From an optimization exercise on the open Yosys and OpenROAD flow, aimed at small area; shortcuts taken in it are not production practice.
Where RTL was checked, it was by simulation tests only, not by an equivalence proof against the original.
The RTL of run 2 was laid out without a check of its function.
Power figures rest on the tool's default switching activity, not on a simulated workload.

==> flow/flow/run.sh <==
#!/bin/bash
# Own layout flow:
#  1. the standard synthesis (standard.sh synth), unchanged;
#  3. the standard layout from floorplan to finish, with the smallest
#     buffer for the port buffers and a clock tree of clkbuf_4 cells without
#     dummy loads.
# Each tool's full output goes to a log file of its own in this folder.
set -euo pipefail
here=$(pwd)
res="$here/orfs/results/${FLOW_PLATFORM}/lifi_link/base"
lib="$FLOW_HOME/platforms/${FLOW_PLATFORM}/lib/sky130_fd_sc_hd__tt_025C_1v80.lib"
yosys="$FLOW_HOME/../tools/install/yosys/bin/yosys"
# the platform's DONT_USE_CELLS
dont_use="-dont_use sky130_fd_sc_hd__lpflow_bleeder_1 -dont_use sky130_fd_sc_hd__lpflow_clkbufkapwr_1 -dont_use sky130_fd_sc_hd__lpflow_clkbufkapwr_16 -dont_use sky130_fd_sc_hd__lpflow_clkbufkapwr_2 -dont_use sky130_fd_sc_hd__lpflow_clkbufkapwr_4 -dont_use sky130_fd_sc_hd__lpflow_clkbufkapwr_8 -dont_use sky130_fd_sc_hd__lpflow_clkinvkapwr_1 -dont_use sky130_fd_sc_hd__lpflow_clkinvkapwr_16 -dont_use sky130_fd_sc_hd__lpflow_clkinvkapwr_2 -dont_use sky130_fd_sc_hd__lpflow_clkinvkapwr_4 -dont_use sky130_fd_sc_hd__lpflow_clkinvkapwr_8 -dont_use sky130_fd_sc_hd__lpflow_decapkapwr_12 -dont_use sky130_fd_sc_hd__lpflow_decapkapwr_3 -dont_use sky130_fd_sc_hd__lpflow_decapkapwr_4 -dont_use sky130_fd_sc_hd__lpflow_decapkapwr_6 -dont_use sky130_fd_sc_hd__lpflow_decapkapwr_8 -dont_use sky130_fd_sc_hd__lpflow_inputiso0n_1 -dont_use sky130_fd_sc_hd__lpflow_inputiso0p_1 -dont_use sky130_fd_sc_hd__lpflow_inputiso1n_1 -dont_use sky130_fd_sc_hd__lpflow_inputiso1p_1 -dont_use sky130_fd_sc_hd__lpflow_inputisolatch_1 -dont_use sky130_fd_sc_hd__lpflow_isobufsrc_1 -dont_use sky130_fd_sc_hd__lpflow_isobufsrc_16 -dont_use sky130_fd_sc_hd__lpflow_isobufsrc_2 -dont_use sky130_fd_sc_hd__lpflow_isobufsrc_4 -dont_use sky130_fd_sc_hd__lpflow_isobufsrc_8 -dont_use sky130_fd_sc_hd__lpflow_isobufsrckapwr_16 -dont_use sky130_fd_sc_hd__lpflow_lsbuf_lh_hl_isowell_tap_1 -dont_use sky130_fd_sc_hd__lpflow_lsbuf_lh_hl_isowell_tap_2 -dont_use sky130_fd_sc_hd__lpflow_lsbuf_lh_hl_isowell_tap_4 -dont_use sky130_fd_sc_hd__lpflow_lsbuf_lh_isowell_4 -dont_use sky130_fd_sc_hd__lpflow_lsbuf_lh_isowell_tap_1 -dont_use sky130_fd_sc_hd__lpflow_lsbuf_lh_isowell_tap_2 -dont_use sky130_fd_sc_hd__lpflow_lsbuf_lh_isowell_tap_4 -dont_use sky130_fd_sc_hd__probe_p_8 -dont_use sky130_fd_sc_hd__probec_p_8"
bb="sky130_fd_sc_hd__*df* sky130_fd_sc_hd__*dl* sky130_fd_sc_hd__fa_* sky130_fd_sc_hd__conb_*"

bash standard.sh synth > log_1_synth.log 2>&1
cp "$res/1_2_yosys.v" "$here/synth_standard.v"

# remap IN TAG SEED: re-map the netlist IN into synth_TAG.v, its area in area_TAG.txt
remap() {
  local in=$1 tag=$2 seed=$3
  printf 'strash\n&get -n\n&deepsyn -T 40 -S %s\n&put\ndch -f\namap\n' "$seed" > "$here/remap_$tag.abc"
  "$yosys" -p "read_liberty -ignore_miss_func $lib; blackbox $bb;
    read_verilog $in;
    hierarchy -top $FLOW_TOP; flatten; rename -hide w:_*; opt -purge; techmap; opt;
    abc -liberty $lib -script $here/remap_$tag.abc $dont_use;
    opt_clean -purge;
    write_verilog -noattr -nohex -nodec $here/abc_$tag.v" > "log_2_remap_$tag.log" 2>&1
  "$yosys" -p "read_liberty -lib $lib; read_verilog $here/abc_$tag.v;
    hierarchy -top $FLOW_TOP; opt_clean -purge; splitnets; opt_clean -purge;
    hilomap -singleton -hicell sky130_fd_sc_hd__conb_1 HI -locell sky130_fd_sc_hd__conb_1 LO;
    insbuf -buf sky130_fd_sc_hd__buf_1 A X;
    check -assert; tee -o $here/area_$tag.txt stat -liberty $lib;
    write_verilog -noattr -nohex -nodec $here/synth_$tag.v" > "log_3_clean_$tag.log" 2>&1
}
best=""; best_area=""
# pick TAG...: keep the smallest of the given results in best
pick() {
  local tag a
  for tag in "$@"; do
    [[ -f "$here/synth_$tag.v" ]] || continue
    a=$(sed -n "s/.*Chip area for module .*: *\([0-9.]*\).*/\1/p" "$here/area_$tag.txt" | tail -1)
    echo "$tag area $a" >> log_2_remap_choice.log
    if [[ -z "$best" ]] || awk -v a="$a" -v b="$best_area" 'BEGIN{exit !(a < b)}'; then
      best=$tag; best_area=$a
    fi
  done
}
for s in 1 2 3 4; do remap "$here/synth_standard.v" "a$s" "$s" & done; wait
for s in 5 6 7 8; do remap "$here/synth_standard.v" "a$s" "$s" & done; wait
pick a1 a2 a3 a4 a5 a6 a7 a8
first=$best
for s in 1 2 3 4; do remap "$here/synth_$first.v" "b$s" "$s" & done; wait
pick b1 b2 b3 b4
second=$best
for s in 1 2 3 4; do remap "$here/synth_$second.v" "c$s" "$((s + 4))" & done; wait
pick c1 c2 c3 c4
echo "kept $best area $best_area" >> log_2_remap_choice.log
cp "$here/synth_$best.v" "$here/synth_remapped.v"
cp "$here/synth_remapped.v" "$res/1_2_yosys.v"
rm -f "$res/1_synth.odb" "$res/1_synth.sdc"

bash standard.sh \
  "BUFFER_PORTS_ARGS=-buffer_cell sky130_fd_sc_hd__buf_1" \
  "CTS_ARGS=-sink_clustering_enable -repair_clock_nets -dont_use_dummy_load -buf_list sky130_fd_sc_hd__clkbuf_4" \
  finish > log_5_finish.log 2>&1
==> flow/standard.sh <==
#!/bin/bash
# synth_recipe.tcl (not shown) runs the flow's synth.tcl, then flattens the netlist and writes it again
# the make line also repeats each setting of config.mk as NAME=value (left out here)
make -C /OpenROAD-flow-scripts/flow DESIGN_CONFIG=/design/flow/config.mk WORK_HOME=/design/flow/orfs CLKGATE_MAP_FILE= SYNTH_SCRIPT=/design/flow/synth_recipe.tcl "${@:-finish}"
==> flow/config.mk <==
export PLATFORM = sky130hd
export DESIGN_NAME = lifi_link
export DESIGN_NICKNAME = lifi_link
export VERILOG_FILES = /design/flow/design.v
export SDC_FILE = /design/flow/constraint.sdc
export NUM_CORES = 4
export LEC_CHECK = 0
export CAP_MARGIN = 20
export CORE_MARGIN = 2
export CORE_UTILIZATION = 40
export SLEW_MARGIN = 20
export SYNTH_HIERARCHICAL = 1
==> flow/constraint.sdc <==
create_clock -name core_clock -period 25.0 [get_ports {clk}]
set_input_delay 5.0000 -clock core_clock [delete_from_list [all_inputs] [get_ports {clk}]]
set_output_delay 5.0000 -clock core_clock [all_outputs]
set_load 0.01 [all_outputs]
==> flow/design.v <==
module lifi_osd (
    input  wire [119:0] adc_raw,
    output wire         is_on
);
    wire n1, n2;
    lifi_fa u_n1 (adc_raw[24], adc_raw[60], adc_raw[72], n1, n2);
    wire n3, n4;
    lifi_fa u_n3 (adc_raw[12], adc_raw[108], adc_raw[0], n3, n4);
    wire n5, n6;
    lifi_fa u_n5 (adc_raw[48], adc_raw[36], adc_raw[96], n5, n6);
    wire n7, n8;
    lifi_fa u_n7 (adc_raw[84], n1, n5, n7, n8);
    wire n9 = n3 & n7;
    wire n10, n11;
    lifi_fa u_n10 (adc_raw[37], adc_raw[13], adc_raw[97], n10, n11);
    wire n12, n13;
    lifi_fa u_n12 (adc_raw[61], adc_raw[25], adc_raw[49], n12, n13);
    wire n14, n15;
    lifi_fa u_n14 (adc_raw[1], adc_raw[85], adc_raw[73], n14, n15);
    wire n16, n17;
    lifi_fa u_n16 (adc_raw[109], n14, n12, n16, n17);
    wire n18, n19;
    lifi_fa u_n18 (n2, n6, n4, n18, n19);
    wire n20, n21;
    lifi_fa u_n20 (n10, n18, n16, n20, n21);
    wire n22, n23;
    lifi_fa u_n22 (n8, n9, n20, n22, n23);
    wire n24, n25;
    lifi_fa u_n24 (adc_raw[74], adc_raw[110], adc_raw[38], n24, n25);
    wire n26, n27;
    lifi_fa u_n26 (adc_raw[26], adc_raw[62], adc_raw[98], n26, n27);
    wire n28, n29;
    lifi_fa u_n28 (adc_raw[14], adc_raw[86], adc_raw[50], n28, n29);
    wire n30, n31;
    lifi_fa u_n30 (adc_raw[2], n28, n26, n30, n31);
    wire n32, n33;
    lifi_fa u_n32 (n24, n11, n15, n32, n33);
    wire n34, n35;
    lifi_fa u_n34 (n13, n19, n17, n34, n35);
    wire n36, n37;
    lifi_fa u_n36 (n32, n30, n34, n36, n37);
    wire n38, n39;
    lifi_fa u_n38 (n21, n23, n36, n38, n39);
    wire n40 = n22 | n38;
    wire n41, n42;
    lifi_fa u_n41 (adc_raw[51], adc_raw[99], adc_raw[63], n41, n42);
    wire n43, n44;
    lifi_fa u_n43 (adc_raw[27], adc_raw[75], adc_raw[111], n43, n44);
    wire n45, n46;
    lifi_fa u_n45 (adc_raw[3], adc_raw[39], adc_raw[87], n45, n46);
    wire n47, n48;
    lifi_fa u_n47 (adc_raw[15], n41, n27, n47, n48);
    wire n49, n50;
    lifi_fa u_n49 (n29, n25, n43, n49, n50);
    wire n51, n52;
    lifi_fa u_n51 (n45, n47, n33, n51, n52);
    wire n53, n54;
    lifi_fa u_n53 (n49, n31, n35, n53, n54);
    wire n55, n56;
    lifi_fa u_n55 (n51, n37, n53, n55, n56);
    wire n57 = (n39 & n40) | (n39 & n55) | (n40 & n55);
    wire n58, n59;
    lifi_fa u_n58 (adc_raw[16], adc_raw[76], adc_raw[40], n58, n59);
    wire n60, n61;
    lifi_fa u_n60 (adc_raw[4], adc_raw[64], adc_raw[28], n60, n61);
    wire n62, n63;
    lifi_fa u_n62 (adc_raw[88], adc_raw[100], adc_raw[52], n62, n63);
    wire n64, n65;
    lifi_fa u_n64 (adc_raw[112], n42, n46, n64, n65);
    wire n66, n67;
    lifi_fa u_n66 (n62, n44, n60, n66, n67);
    wire n68, n69;
    lifi_fa u_n68 (n58, n48, n64, n68, n69);
    wire n70, n71;
    lifi_fa u_n70 (n66, n50, n52, n70, n71);
    wire n72, n73;
    lifi_fa u_n72 (n68, n54, n70, n72, n73);
    wire n74, n75;
    lifi_fa u_n74 (n72, n56, n57, n74, n75);
    wire n76, n77;
    lifi_fa u_n76 (adc_raw[113], adc_raw[17], adc_raw[5], n76, n77);
    wire n78, n79;
    lifi_fa u_n78 (adc_raw[65], adc_raw[101], adc_raw[53], n78, n79);
    wire n80, n81;
    lifi_fa u_n80 (adc_raw[41], adc_raw[29], adc_raw[77], n80, n81);
    wire n82, n83;
    lifi_fa u_n82 (adc_raw[89], n78, n61, n82, n83);
    wire n84, n85;
    lifi_fa u_n84 (n59, n80, n63, n84, n85);
    wire n86, n87;
    lifi_fa u_n86 (n76, n65, n84, n86, n87);
    wire n88, n89;
    lifi_fa u_n88 (n82, n67, n69, n88, n89);
    wire n90, n91;
    lifi_fa u_n90 (n86, n88, n71, n90, n91);
    wire n92, n93;
    lifi_fa u_n92 (n90, n73, n75, n92, n93);
    wire n94 = n74 & n92;
    wire n95, n96;
    lifi_fa u_n95 (adc_raw[90], adc_raw[66], adc_raw[42], n95, n96);
    wire n97, n98;
    lifi_fa u_n97 (adc_raw[102], adc_raw[6], adc_raw[54], n97, n98);
    wire n99, n100;
    lifi_fa u_n99 (adc_raw[30], adc_raw[114], adc_raw[18], n99, n100);
    wire n101, n102;
    lifi_fa u_n101 (adc_raw[78], n81, n79, n101, n102);
    wire n103, n104;
    lifi_fa u_n103 (n97, n95, n99, n103, n104);
    wire n105, n106;
    lifi_fa u_n105 (n77, n83, n103, n105, n106);
    wire n107, n108;
    lifi_fa u_n107 (n101, n85, n105, n107, n108);
    wire n109, n110;
    lifi_fa u_n109 (n87, n107, n89, n109, n110);
    wire n111, n112;
    lifi_fa u_n111 (n91, n109, n93, n111, n112);
    wire n113 = n94 | n111;
    wire n114, n115;
    lifi_fa u_n114 (adc_raw[91], adc_raw[67], adc_raw[7], n114, n115);
    wire n116, n117;
    lifi_fa u_n116 (adc_raw[55], adc_raw[79], adc_raw[31], n116, n117);
    wire n118, n119;
    lifi_fa u_n118 (adc_raw[115], adc_raw[103], adc_raw[43], n118, n119);
    wire n120, n121;
    lifi_fa u_n120 (adc_raw[19], n114, n98, n120, n121);
    wire n122, n123;
    lifi_fa u_n122 (n100, n118, n96, n122, n123);
    wire n124, n125;
    lifi_fa u_n124 (n116, n122, n120, n124, n125);
    wire n126, n127;
    lifi_fa u_n126 (n104, n102, n106, n126, n127);
    wire n128, n129;
    lifi_fa u_n128 (n124, n126, n108, n128, n129);
    wire n130, n131;
    lifi_fa u_n130 (n128, n110, n112, n130, n131);
    wire n132 = n113 | n130;
    wire n133, n134;
    lifi_fa u_n133 (adc_raw[80], adc_raw[20], adc_raw[116], n133, n134);
    wire n135, n136;
    lifi_fa u_n135 (adc_raw[8], adc_raw[32], adc_raw[68], n135, n136);
    wire n137, n138;
    lifi_fa u_n137 (adc_raw[56], adc_raw[104], adc_raw[92], n137, n138);
    wire n139, n140;
    lifi_fa u_n139 (adc_raw[44], n135, n117, n139, n140);
    wire n141, n142;
    lifi_fa u_n141 (n119, n137, n133, n141, n142);
    wire n143, n144;
    lifi_fa u_n143 (n115, n141, n123, n143, n144);
    wire n145, n146;
    lifi_fa u_n145 (n121, n139, n125, n145, n146);
    wire n147, n148;
    lifi_fa u_n147 (n143, n145, n127, n147, n148);
    wire n149, n150;
    lifi_fa u_n149 (n147, n129, n131, n149, n150);
    wire n151 = n132 | n149;
    wire n152, n153;
    lifi_fa u_n152 (adc_raw[105], adc_raw[9], adc_raw[57], n152, n153);
    wire n154, n155;
    lifi_fa u_n154 (adc_raw[45], adc_raw[93], adc_raw[117], n154, n155);
    wire n156, n157;
    lifi_fa u_n156 (adc_raw[69], adc_raw[33], adc_raw[21], n156, n157);
    wire n158, n159;
    lifi_fa u_n158 (adc_raw[81], n152, n156, n158, n159);
    wire n160, n161;
    lifi_fa u_n160 (n138, n154, n136, n160, n161);
    wire n162, n163;
    lifi_fa u_n162 (n134, n142, n158, n162, n163);
    wire n164, n165;
    lifi_fa u_n164 (n160, n140, n162, n164, n165);
    wire n166, n167;
    lifi_fa u_n166 (n144, n146, n164, n166, n167);
    wire n168, n169;
    lifi_fa u_n168 (n148, n166, n150, n168, n169);
    wire n170 = n151 & n168;
    wire n171, n172;
    lifi_fa u_n171 (adc_raw[46], adc_raw[22], adc_raw[82], n171, n172);
    wire n173, n174;
    lifi_fa u_n173 (adc_raw[94], adc_raw[34], adc_raw[10], n173, n174);
    wire n175, n176;
    lifi_fa u_n175 (adc_raw[118], adc_raw[70], adc_raw[58], n175, n176);
    wire n177, n178;
    lifi_fa u_n177 (adc_raw[106], n153, n155, n177, n178);
    wire n179, n180;
    lifi_fa u_n179 (n171, n173, n175, n179, n180);
    wire n181, n182;
    lifi_fa u_n181 (n157, n177, n179, n181, n182);
    wire n183, n184;
    lifi_fa u_n183 (n159, n161, n181, n183, n184);
    wire n185, n186;
    lifi_fa u_n185 (n163, n183, n165, n185, n186);
    wire n187, n188;
    lifi_fa u_n187 (n167, n185, n169, n187, n188);
    wire n189 = n170 & n187;
    wire n190, n191;
    lifi_fa u_n190 (adc_raw[23], adc_raw[107], adc_raw[35], n190, n191);
    wire n192, n193;
    lifi_fa u_n192 (adc_raw[59], adc_raw[71], adc_raw[119], n192, n193);
    wire n194, n195;
    lifi_fa u_n194 (adc_raw[11], adc_raw[95], adc_raw[47], n194, n195);
    wire n196, n197;
    lifi_fa u_n196 (adc_raw[83], n172, n190, n196, n197);
    wire n198, n199;
    lifi_fa u_n198 (n194, n192, n174, n198, n199);
    wire n200, n201;
    lifi_fa u_n200 (n176, n180, n178, n200, n201);
    wire n202, n203;
    lifi_fa u_n202 (n196, n198, n182, n202, n203);
    wire n204, n205;
    lifi_fa u_n204 (n200, n202, n184, n204, n205);
    wire n206, n207;
    lifi_fa u_n206 (n186, n204, n188, n206, n207);
    wire n208 = n189 & n206;
    wire n209, n210;
    lifi_fa u_n209 (n191, n195, n193, n209, n210);
    wire n211, n212;
    lifi_fa u_n211 (n197, n209, n199, n211, n212);
    wire n213, n214;
    lifi_fa u_n213 (n211, n201, n203, n213, n214);
    wire n215, n216;
    lifi_fa u_n215 (n213, n205, n207, n215, n216);
    wire n217 = n208 | n215;
    wire n218, n219;
    lifi_fa u_n218 (n210, n212, n214, n218, n219);
    wire n220, n221;
    lifi_fa u_n220 (n218, n216, n217, n220, n221);
    wire n222 = (n219 & n221) | (n219 & n220) | (n221 & n220);
    assign is_on = n222;
endmodule
module lifi_fa (
    input  wire a,
    input  wire b,
    input  wire c,
    output wire s,
    output wire y
);
    assign s = a ^ b ^ c;
    assign y = (a & b) | (a & c) | (b & c);
endmodule
module lifi_rx (
    input  wire       clk,
    input  wire       rst,
    input  wire       is_on,      
    input  wire       adc_ok,     
    output reg  [7:0] rx_byte,
    output reg        rx_valid,
    output wire [3:0] rx_state,
    output reg  [2:0] rx_err,
    output wire       rx_fault
);
    localparam [3:0] S_WAIT_START = 4'd0,
                     S_MEAS_START = 4'd1,
                     S_IDLE_DELAY = 4'd2,
                     S_GAP1       = 4'd3,
                     S_BIT_PRE    = 4'd4,
                     S_BIT_POST   = 4'd5,
                     S_GAP2       = 4'd6,
                     S_WAIT_STOP  = 4'd7,
                     S_MEAS_STOP  = 4'd8,
                     S_HALT       = 4'd9;
    localparam [2:0] ERR_NONE          = 3'd0,
                     ERR_START_TIMEOUT = 3'd1,
                     ERR_START_WINDOW  = 3'd2,
                     ERR_STOP_TIMEOUT  = 3'd3,
                     ERR_STOP_WINDOW   = 3'd4,
                     ERR_HW_FAULT      = 3'd5;
    reg [3:0] state;
    reg [3:0] pre;      
    reg [7:0] cnt;
    reg [7:0] shift;    
    wire [9:0] polls = {shift[1:0], cnt};    
    wire timeout = &polls[9:5] & polls[3];            
    reg [3:0] n_state;
    reg       n_load;   
    reg [7:0] n_shift;
    reg [7:0] n_byte;
    reg       n_valid;
    reg [2:0] n_err;
    wire halted = state[3] & state[0];                
    wire act = (pre == 4'd0) && !halted;
    assign rx_state = state;
    assign rx_fault = halted;
    wire in_window_start = (cnt >= 8'd60) && (cnt <= 8'd80);
    wire in_window_stop  = (cnt >= 8'd90) && (cnt <= 8'd110);
    wire meas_full       = cnt[7] & cnt[6] & cnt[3];   
    wire half_end = (cnt[2:0] == 3'd7);
    wire bump     = (state == S_GAP1 || state == S_BIT_PRE ||
                     state == S_BIT_POST || state == S_GAP2) && half_end;
    wire gap_done = (cnt[3:0] == 4'd15);    
    always @* begin
        n_state = state;
        n_load  = 1'b0;
        n_shift = shift;
        n_byte  = rx_byte;
        n_valid = 1'b0;
        n_err   = rx_err;
        case (state)
            S_WAIT_START: begin
                if (timeout) begin
                    n_err   = ERR_START_TIMEOUT;
                    n_state = S_IDLE_DELAY;
                    n_load  = 1'b1;
                end else if (is_on) begin
                    n_state = S_MEAS_START;
                    n_load  = 1'b1;
                end
            end
            S_MEAS_START: begin
                if (meas_full || !is_on) begin
                    n_load = 1'b1;
                    if (in_window_start) begin
                        n_state = S_GAP1;
                    end else begin
                        n_err   = ERR_START_WINDOW;
                        n_state = S_IDLE_DELAY;
                    end
                end
            end
            S_GAP1: begin
                if (gap_done)
                    n_state = S_BIT_PRE;
            end
            S_BIT_PRE: begin
                if (half_end) begin
                    n_shift = {shift[6:0], is_on};
                    n_state = S_BIT_POST;
                end
            end
            S_BIT_POST: begin
                if (half_end)    
                    n_state = cnt[7] ? S_GAP2 : S_BIT_PRE;
            end
            S_WAIT_STOP: begin
                if (meas_full) begin
                    n_err   = ERR_STOP_TIMEOUT;
                    n_state = S_WAIT_START;
                end else if (is_on) begin
                    n_state = S_MEAS_STOP;
                    n_load  = 1'b1;
                end
            end
            S_MEAS_STOP: begin
                if (meas_full || !is_on) begin
                    if (in_window_stop && (meas_full || adc_ok)) begin
                        n_byte  = shift;
                        n_valid = 1'b1;
                        n_err   = ERR_NONE;
                    end else begin
                        n_err   = ERR_STOP_WINDOW;
                    end
                    n_state = S_WAIT_START;
                end
            end
            default: ;
        endcase
        if ((state == S_IDLE_DELAY && cnt[5] && cnt[4] && cnt[1]) ||
            (state == S_GAP2 && gap_done)) begin
            n_state = (state == S_GAP2) ? (is_on ? S_MEAS_STOP : S_WAIT_STOP)
                                        : (is_on ? S_MEAS_START : S_WAIT_START);
            n_load  = 1'b1;
        end else if (n_state == S_WAIT_START && state != S_WAIT_START) begin
            n_state = is_on ? S_MEAS_START : S_WAIT_START;
            n_load  = 1'b1;
        end
        if (n_state == S_WAIT_START)
            n_shift[1:0] = (state == S_WAIT_START && !n_load) ? shift[1:0] + {1'b0, &cnt} : 2'b00;
        if (!adc_ok && (state == S_WAIT_START ? !timeout :
                        state == S_MEAS_START ? !meas_full :
                        state == S_MEAS_STOP  ? 1'b1 :
                        state == S_WAIT_STOP  ? 1'b1 :
                        state == S_BIT_PRE    ? half_end :
                        state == S_IDLE_DELAY ? cnt[5] & cnt[4] & cnt[1] :
                        state == S_GAP2       ? gap_done : 1'b0)) begin
            n_state = S_HALT;
            n_err   = ERR_HW_FAULT;
        end
    end
    always @(posedge clk) begin
        if (rst)
            shift[1:0] <= 2'b00;
        else if (act)
            shift[1:0] <= n_shift[1:0];
        if (act) shift[7:2] <= n_shift[7:2];
        if (rst) begin
            state    <= S_WAIT_START;
            pre      <= 4'd0;
            cnt      <= 8'd0;
            rx_byte  <= 8'd0;
            rx_valid <= 1'b0;
            rx_err   <= ERR_NONE;
        end else begin
            pre      <= (pre == 4'd9) ? 4'd0 : {pre[2:0], ~(pre[3] ^ pre[2])};
            rx_valid <= act & n_valid;
            if (act) begin
                state   <= n_state;
                cnt     <= n_load ? {6'd0, n_state == S_GAP1, 1'b1}
                                  : (cnt + 8'd1) | {6'd0, bump, bump};
                rx_byte <= n_byte;
                rx_err  <= n_err;
            end
        end
    end
endmodule
module lifi_tx (
    input  wire       clk,
    input  wire       rst,
    input  wire [7:0] tx_data,
    input  wire       tx_valid,
    input  wire       led_ok,
    output wire       tx_ready,
    output reg        led,
    output reg  [2:0] tx_state,
    output wire       tx_fault
);
    localparam [4:0] P_WAIT = 5'd27;
    reg [4:0] pos;
    reg       halt;
    reg [6:0] pre;      
    reg [7:0] hold;
    assign tx_ready = (pos == P_WAIT) & ~halt;
    assign tx_fault = halt;
    always @* begin
        if (halt)               tx_state = 3'd6;
        else if (pos[4:3] == 2'b01) tx_state = 3'd3;
        else if (pos < 5'd7)    tx_state = 3'd1;
        else if (pos == 5'd7)   tx_state = 3'd2;
        else if (pos == 5'd16)  tx_state = 3'd4;
        else if (pos < 5'd27)   tx_state = 3'd5;
        else                    tx_state = 3'd0;
    end
    always @* begin
        if (pos[4:3] == 2'b01) led = hold[~pos[2:0]];
        else led = (pos < 5'd7) || (pos > 5'd16 && pos < 5'd27);
    end
    wire boundary = (pre == 7'd0);
    wire accept   = tx_ready & tx_valid;
    wire advance  = boundary & (pos < 5'd27) & ~halt;
    wire [4:0] n_pos = accept ? 5'd0 : pos + 5'd1;
    wire write = accept | (advance & (n_pos == 5'd7 || n_pos[4:3] == 2'b01 ||
                                      n_pos == 5'd16 || n_pos == 5'd17 || n_pos == 5'd27));
    always @(posedge clk) begin
        if (tx_ready) hold <= tx_data;
        pre <= (tx_ready || pre == 7'd75) ? {6'd0, tx_ready} : {pre[5:0], ~(pre[6] ^ pre[5])};
        if (rst) begin
            pos  <= P_WAIT;
            halt <= 1'b0;
        end else if (accept | advance) begin
            if (write && !led_ok)
                halt <= 1'b1;
            else
                pos <= n_pos;
        end
    end
endmodule
module lifi_link (
    input  wire         clk,
    input  wire         rst,
    input  wire [119:0] adc_raw,
    input  wire         adc_ok,
    output wire [7:0]   rx_byte,
    output wire         rx_valid,
    output wire [3:0]   rx_state,
    output wire [2:0]   rx_err,
    output wire         rx_fault,
    input  wire [7:0]   tx_data,
    input  wire         tx_valid,
    output wire         tx_ready,
    output wire         led,
    input  wire         led_ok,
    output wire [2:0]   tx_state,
    output wire         tx_fault
);
    wire is_on;
    lifi_osd u_osd (
        .adc_raw(adc_raw),
        .is_on  (is_on)
    );
    lifi_rx u_rx (
        .clk     (clk),
        .rst     (rst),
        .is_on   (is_on),
        .adc_ok  (adc_ok),
        .rx_byte (rx_byte),
        .rx_valid(rx_valid),
        .rx_state(rx_state),
        .rx_err  (rx_err),
        .rx_fault(rx_fault)
    );
    lifi_tx u_tx (
        .clk     (clk),
        .rst     (rst),
        .tx_data (tx_data),
        .tx_valid(tx_valid),
        .led_ok  (led_ok),
        .tx_ready(tx_ready),
        .led     (led),
        .tx_state(tx_state),
        .tx_fault(tx_fault)
    );
endmodule
==> results.txt, run 1 <==
* H-Tree Depth at 3
* Crit path kind: in -> reg
* Slew headroom at 0.333
* Hold slack at 0.430 ns
* Clock root buffer: clkbuf_4
* Drt wl/cell at 14.5 µm
* Internal power at 0.345 mW
* # diodes at 0
* Crit path top cell by count: fa_1
* Via count at 3575
* Mean number of vias per cell at 5.13
* Final min period at 13.40 ns
* Core area at 0.0110 mm²
* Yosys warnings at 8
* Die Footprint at 0.0123 mm²
* Fill count at 1017
* PostCTS Resize Cnt at 0
* Final ANT Viol Nets at 0
* Slowest CP cell: fa_1
* Syn-to-layout area delta at 18.4%
* Met2 routed WL at 5.38 mm
* Comb pwr share at 0.741
* Global-route wire length before repair at 17.5 mm
* Hold Path Class: reg -> reg
* Drt total wl at 10.1 mm
* Clock Latency Late Sink at 0.38 ns
* Die Y at 111 µm
* Final total power at 0.666 mW
* Max stage delay on crit path at 0.58 ns
* Hold buffers post-CTS at 0
* Power density over cell area at 123 mW/mm²
* Clock buffer count from CTS at 9
* Vias in the first global route at 3756
* Die width at 111 µm
* Gr usage total at 0.175
* GRT overflow at 0
* HPWL after DPL at 8.96 mm
* Fmax at 74.6 MHz
* Ports at 156
* Drc violations at 0
* CTS max path bufs at 2
* Hold path cells at 2
* Final setup viols at 0
* Slew Limit Fails at 0
* CP max FO at 6
* Synthesized instance count at 391
* Share of cells above drive strength 1 at 0.0197
* CTS tree: yes
* CP Launch Type: input port
* Clk network pwr share at 0.066
* Net Sw Power at 0.321 mW
* Clk sinks at 57
* Final hold vios at 0
* Row count at 38
* Layout Skew at 0.0232 ns
* Run status: complete, no violations
* Leakage at 1.85 nW
* Initial antenna violation count at 0
* WL met3 at 627 µm
* Drt pass-1 iters at 4
* Final net count at 797
* RD Place Congestion at 0.899
* WP data arrival at 13.68 ns
* Maximum VDD drop at 0.0787 mV
* Sw frac at 0.482
* Starting Density at 0.415
* Clock slew at reported path FFs at 0.09 ns
* Final period utilization at 0.536
* Uppermost layer routed: met4
* Post-CTS Setup Bufs at 0
* RSZ-0062 raised after global routing: no
* Largest net degree at the start of global routing at 17
* Met1 WL at 4.08 mm
* Drt first-iter violations at 102
* Setup TNS at 0 ns
* Setup crit end kind: flop
* Reg2Reg Depth at 12
* Place WS at 11.15 ns
* Sequential Power Share at 0.193
* Req. time, crit path at 25.28 ns
* I/O Buffers at 155
* Synth Area per Inst at 11.7 µm²
* Worst slew pin tran at 0.997 ns
* Post-Syn Nets at 629
* Worst setup margin at 11.60 ns
* Post-Syn Area at 0.00456 mm²
* Maxcap violations at 0
[worst max-delay path, delay by kind of cell]
kind	cells	cell delay, ns
compound gates	7	1.34
buf+inv	3	0.39
fa+ha+maj	15	6.38
simple gates	5	0.57
[power groups by stage]
stage                     clock [mW]  sequential (mW)  combinational, mW
after floorplan                    0            0.129              0.381
after global placement             0            0.130              0.488
after detailed placement           0            0.131              0.500
after CTS                     0.0466            0.129              0.502
after global routing          0.0505            0.131              0.569
final                         0.0443            0.129              0.493
[area by class of cell]
type                       instances  area (µm²)  share of cell area
timing repair buffer             157         597               0.111
clock buffer                       9        67.6              0.0125
sequential                        57        1280               0.237
inverter                          33         124              0.0229
multi-input combinational        301        3160               0.584
tap                              140         175              0.0324
[flip-flops by register name, indices dropped and copies added, names as in the netlist]
register and flops:
u_rx.shift 8, u_rx.rx_valid 1, u_rx.cnt 8, u_rx.rx_byte 8
u_rx.pre 4, u_rx.rx_err 3, u_tx.hold 8, u_tx.pre 7
u_tx.pos 5, u_tx.halt 1, u_rx.state 4
[layout by cell type, fill, tap and decap left out, types with 2 or more instances in the layout]
cell type and n:
nor3_1 18, buf_4 2, a211oi_1 5, a21o_1 2, clkinv_1 33, clkbuf_4 9
nor2b_1 4, o21a_1 2, or2_0 2, nor4_1 5, a21oi_1 11, o221ai_1 2
buf_1 155, fa_1 105, o311ai_0 2, dfxtp_1 43, nand3_1 6, o211ai_1 2
nor2_1 57, a221oi_1 3, a32o_1 8, or3_1 2, o21ai_0 16, o22ai_1 5
nand4_1 4, edfxtp_1 14, a31oi_1 3, nand2_1 23
[path summary, 6_finish.rpt]
kind,startpoint,endpoint,slack [ns]
setup reg to reg,u_tx.pos[1],u_tx.pos[3],21.93
setup / recovery,adc_raw[24],u_rx.shift[0],11.60
hold / removal,u_tx.pre[2],u_tx.pre[3],0.43
hold reg to reg,u_tx.pre[2],u_tx.pre[3],0.43
[metrics by stage]
step           area [µm²]   util  instances
3_3_place_gp         5330  0.486        688
2_1_floorplan        4560      -        391
3_5_place_dp         5330  0.486        688
5_1_grt              5400  0.492        697
4_1_cts              5400  0.492        697
6_report             5400  0.492        697
[layer usage]
layer  vias up  track usage
li1       1690            -
met1      1755        0.222
met2       126        0.310
met3         4       0.0405
met4         0       0.0292
met5         -            0
==> run 2, diff against run 1 <==
--- a/flow/design.v
+++ b/flow/design.v
@@ -275,7 +275,16 @@
     reg [7:0] n_byte;
     reg       n_valid;
     reg [2:0] n_err;
-    wire halted = state[3] & state[0];                
+    wire in_ws   = ~state[3] & (state[2:0] == 3'd0);
+    wire in_ms   = ~state[3] & (state[2:0] == 3'd1);
+    wire in_id   = (state[2:0] == 3'd2);
+    wire in_g1   = (state[2:0] == 3'd3);
+    wire in_bp   = (state[2:0] == 3'd4);
+    wire in_bq   = (state[2:0] == 3'd5);
+    wire in_g2   = (state[2:0] == 3'd6);
+    wire in_wt   = (state[2:0] == 3'd7);
+    wire in_mt   = state[3] & ~state[0];
+    wire halted  = state[3] & state[0];
     wire act = (pre == 4'd0) && !halted;
     assign rx_state = state;
     assign rx_fault = halted;
@@ -283,8 +292,7 @@
     wire in_window_stop  = (cnt >= 8'd90) && (cnt <= 8'd110);
     wire meas_full       = cnt[7] & cnt[6] & cnt[3];   
     wire half_end = (cnt[2:0] == 3'd7);
-    wire bump     = (state == S_GAP1 || state == S_BIT_PRE ||
-                     state == S_BIT_POST || state == S_GAP2) && half_end;
+    wire bump     = (in_g1 || in_bp || in_bq || in_g2) && half_end;
     wire gap_done = (cnt[3:0] == 4'd15);    
     always @* begin
         n_state = state;
@@ -293,8 +301,8 @@
         n_byte  = rx_byte;
         n_valid = 1'b0;
         n_err   = rx_err;
-        case (state)
-            S_WAIT_START: begin
+        casez (state)
+            4'b0000: begin    
                 if (timeout) begin
                     n_err   = ERR_START_TIMEOUT;
                     n_state = S_IDLE_DELAY;
@@ -304,7 +312,7 @@
                     n_load  = 1'b1;
                 end
             end
-            S_MEAS_START: begin
+            4'b0001: begin    
                 if (meas_full || !is_on) begin
                     n_load = 1'b1;
                     if (in_window_start) begin
@@ -315,21 +323,21 @@
                     end
                 end
             end
-            S_GAP1: begin
+            4'b?011: begin    
                 if (gap_done)
                     n_state = S_BIT_PRE;
             end
-            S_BIT_PRE: begin
+            4'b?100: begin    
                 if (half_end) begin
                     n_shift = {shift[6:0], is_on};
                     n_state = S_BIT_POST;
                 end
             end
-            S_BIT_POST: begin
+            4'b?101: begin    
                 if (half_end)    
                     n_state = cnt[7] ? S_GAP2 : S_BIT_PRE;
             end
-            S_WAIT_STOP: begin
+            4'b?111: begin    
                 if (meas_full) begin
                     n_err   = ERR_STOP_TIMEOUT;
                     n_state = S_WAIT_START;
@@ -338,7 +346,7 @@
                     n_load  = 1'b1;
                 end
             end
-            S_MEAS_STOP: begin
+            4'b1??0: begin    
                 if (meas_full || !is_on) begin
                     if (in_window_stop && (meas_full || adc_ok)) begin
                         n_byte  = shift;
@@ -352,24 +360,19 @@
             end
             default: ;
         endcase
-        if ((state == S_IDLE_DELAY && cnt[5] && cnt[4] && cnt[1]) ||
-            (state == S_GAP2 && gap_done)) begin
-            n_state = (state == S_GAP2) ? (is_on ? S_MEAS_STOP : S_WAIT_STOP)
+        if ((in_id && cnt[5] && cnt[4] && cnt[1]) || (in_g2 && gap_done)) begin
+            n_state = in_g2 ? (is_on ? S_MEAS_STOP : S_WAIT_STOP)
                                         : (is_on ? S_MEAS_START : S_WAIT_START);
             n_load  = 1'b1;
-        end else if (n_state == S_WAIT_START && state != S_WAIT_START) begin
+        end else if (n_state == S_WAIT_START && !in_ws) begin
             n_state = is_on ? S_MEAS_START : S_WAIT_START;
             n_load  = 1'b1;
         end
         if (n_state == S_WAIT_START)
-            n_shift[1:0] = (state == S_WAIT_START && !n_load) ? shift[1:0] + {1'b0, &cnt} : 2'b00;
-        if (!adc_ok && (state == S_WAIT_START ? !timeout :
-                        state == S_MEAS_START ? !meas_full :
-                        state == S_MEAS_STOP  ? 1'b1 :
-                        state == S_WAIT_STOP  ? 1'b1 :
-                        state == S_BIT_PRE    ? half_end :
-                        state == S_IDLE_DELAY ? cnt[5] & cnt[4] & cnt[1] :
-                        state == S_GAP2       ? gap_done : 1'b0)) begin
+            n_shift[1:0] = (in_ws && !n_load) ? shift[1:0] + {1'b0, &cnt} : 2'b00;
+        if (!adc_ok && ((in_ws && !timeout) || (in_ms && !meas_full) || in_mt || in_wt ||
+                        (in_bp && half_end) || (in_id && cnt[5] && cnt[4] && cnt[1]) ||
+                        (in_g2 && gap_done))) begin
             n_state = S_HALT;
             n_err   = ERR_HW_FAULT;
         end
--- a/flow/flow/run.sh
+++ b/flow/flow/run.sh
@@ -53,9 +53,6 @@
 first=$best
 for s in 1 2 3 4; do remap "$here/synth_$first.v" "b$s" "$s" & done; wait
 pick b1 b2 b3 b4
-second=$best
-for s in 1 2 3 4; do remap "$here/synth_$second.v" "c$s" "$((s + 4))" & done; wait
-pick c1 c2 c3 c4
 echo "kept $best area $best_area" >> log_2_remap_choice.log
 cp "$here/synth_$best.v" "$here/synth_remapped.v"
 cp "$here/synth_remapped.v" "$res/1_2_yosys.v"
==> run 2 against run 1 <==
- die area up 0.39%
- synthesized cell count up 0.77%
- via count up 0.28%
- sequential share of layout area down 0.093 points
- first-iteration DRC count up 7.8%
- clock-buffer cell count unchanged
- sequential cell count unchanged
- power up 4.1%
- critical path depth up 1
- register-to-register slack better by 0.24 ns
- non-clock buffer count down 1
==> results.txt, run 2 <==
* Starting Density at 0.406 (-0.00898)
* Hold buffers post-CTS at 0 (unchanged)
* CP Launch Type: input port
* Req. time, crit path at 25.30 ns (+0.02 ns)
* Worst setup margin at 11.25 ns (-0.350 ns)
* Hold path cells at 2 (unchanged)
* RD Place Congestion at 0.871 (-3.2%)
* Dpl cell area at 0.00535 mm² (+0.40%)
* Clk sinks at 57 (unchanged)
* CTS tree: yes
* Row count at 39 (+2.6%)
* Maximum VDD drop at 0.103 mV (+31%)
* Final setup viols at 0 (unchanged)
* GRT overflow at 0 (unchanged)
* CTS max path bufs at 2 (unchanged)
* Run status: complete, no violations
* Crit path kind: in -> reg
* Initial antenna violation count at 0 (unchanged)
* Die Y at 111 µm (+0.19%)
* Global-route wire length before repair at 17.2 mm (-1.9%)
* I/O Buffers at 155 (unchanged)
* Syn-to-layout area delta at 18.4% (about the same)
* Ports at 156 (unchanged)
* H-Tree Depth at 3 (unchanged)
* Post-route cell area at 0.00542 mm² (+0.39%)
* Drt wl/cell at 14.1 µm (-3.0%)
* Via count at 3585 (+0.28%)
* Leakage at 1.85 nW (-0.21%)
* Gr usage total at 0.172 (-0.00312)
* Drt total wl at 9.89 mm (-2.3%)
* Vias in the first global route at 3816 (+1.6%)
* HPWL after DPL at 8.72 mm (-2.7%)
* Reg2Reg Depth at 8 (-4)
* Slew headroom at 0.453 (+0.120)
* Worst slew pin tran at 0.813 ns (-0.184 ns)
* Final net count at 799 (+0.25%)
* Maxcap violations at 0 (unchanged)
* Drc violations at 0 (unchanged)
* Final core utilization at 0.481 (-0.0107)
* Setup crit end kind: flop
* Power density over cell area at 128 mW/mm² (+3.7%)
* Synth Area per Inst at 11.6 µm² (-0.35%)
* Share of cells above drive strength 1 at 0.0197 (-0.0000707)
* Most frequent cells in the layout: buf_1 (155), fa_1 (105), nor2_1 (49)
* Core area at 0.0113 mm² (+2.6%)
* Fill count at 1085 (+6.7%)
* Largest net degree at the start of global routing at 17 (unchanged)
* Post-Syn Nets at 632 (+0.48%)
* Setup TNS at 0 ns (unchanged)
* Clock slew at reported path FFs at 0.09 ns (about the same)
* Hold Path Class: reg -> reg
* Drt pass-1 iters at 5 (+1)
* Place WS at 10.79 ns (-0.360 ns)
* WP data arrival at 14.05 ns (+0.37 ns)
* Commonest non-fill, non-tap cell in the layout: buf_1
* Synthesized instance count at 394 (+0.77%)
* Final ANT Viol Nets at 0 (unchanged)
* Clock Latency Late Sink at 0.38 ns (about the same)
* # diodes at 0 (unchanged)
* Post-CTS Setup Bufs at 0 (unchanged)
* Slew Limit Fails at 0 (unchanged)
* Crit path top cell by count: fa_1
* Final hold vios at 0 (unchanged)
* RSZ-0062 raised after global routing: no
* Layout Skew at 0.0153 ns (-0.00790 ns)
* Slowest CP cell: fa_1
* Fmax at 72.7 MHz (-2.5%)
* CP max FO at 5 (-1)
* Post-Syn Area at 0.00458 mm² (+0.41%)
* PostCTS Resize Cnt at 0 (unchanged)
* Final period utilization at 0.550 (+0.0140)
* Final min period at 13.75 ns (+0.350 ns)
* Mean number of vias per cell at 5.11 (-0.43%)
* Yosys warnings at 8 (unchanged)
* Clock buffer count from CTS at 9 (unchanged)
* Clock root buffer: clkbuf_4
* Die width at 111 µm (+0.19%)
* Drt first-iter violations at 110 (+7.8%)
* Max stage delay on crit path at 0.58 ns (about the same)
* Die Footprint at 0.0123 mm² (+0.39%)
run 2: stage by stage:
| step | instances | total power, mW | hold slack (ns) |
|---|---|---|---|
| 2_1_floorplan | 394 | 0.521 | 0.403 |
| 3_3_place_gp | 693 | 0.638 | 0.414 |
| 3_5_place_dp | 693 | 0.657 | 0.421 |
| 4_1_cts | 702 | 0.705 | 0.439 |
| 5_1_grt | 702 | 0.790 | 0.456 |
| 6_report | 702 | 0.693 | 0.430 |
run 2: worst paths after layout:
kind / slack [ns] / start / end
hold reg to reg: 0.43 / u_tx.pre[2] / u_tx.pre[3]
setup reg to reg: 22.17 / u_rx.pre[3] / u_rx.rx_err[0]
hold / removal: 0.43 / u_tx.pre[2] / u_tx.pre[3]
setup / recovery: 11.25 / adc_raw[24] / u_rx.state[0]
run 2: area by class of cell:
| class | instances | area (µm²) | share of cell area |
|---|---|---|---|
| Sequential cell | 57 | 1280 | 0.236 |
| Multi-Input combinational cell | 297 | 3150 | 0.582 |
| Tap cell | 143 | 179 | 0.0330 |
| Clock buffer | 9 | 67.6 | 0.0125 |
| Timing Repair Buffer | 156 | 589 | 0.109 |
| Inverter | 40 | 150 | 0.0277 |
run 2: layer usage:
metal	track usage	share of wire	vias to the layer above
met5	0	0	-
met4	0.0392	0.011	0
met3	0.0410	0.060	10
met2	0.305	0.52	133
met1	0.213	0.41	1744
li1	-	-	1698
run 2: report_power, final:
| group | internal (mW) | total [mW] | switching (mW) |
|---|---|---|---|
| registers | 0.117 | 0.131 | 0.0145 |
| logic | 0.216 | 0.517 | 0.302 |
| clock network | 0.0167 | 0.0446 | 0.0280 |
| total | 0.349 | 0.693 | 0.344 |
run 2: critical path: cells and delay by family:
kind                       cells  cell delay [ns]
AOI/OAI and AO/OA              8             1.72
and+or+nand+nor                5             0.53
adders and majority gates     15             6.31
buffers and inverters          3             0.47

port drivers added, routing unchanged:
How much do the figures lean on ideal ports? The routed layouts below were timed once more, with nothing changed but the port constraints. Step 1: set_driving_cell puts a clkbuf_16 on clk and a buf_2 on each other input, an assumption about the parent block. Step 2 also shifts input and output timing later by t, the mid clock arrival at the registers, as if the neighbouring blocks saw the same clock. a / b / c = ideal / step 1 / step 2; a / b = the first two.
run	shift t [ns]	slack for setup (ns)	worst setup path at the end
run 1	0.395	11.601 / 11.602 / 11.208	input to register
run 2	0.403	11.251 / 11.255 / 10.852	input to register
After both steps setup and hold are still met in every run listed. The setup slack of run 2, which loses most, moves by +0.004 ns with the drivers and by -0.399 ns with both steps.
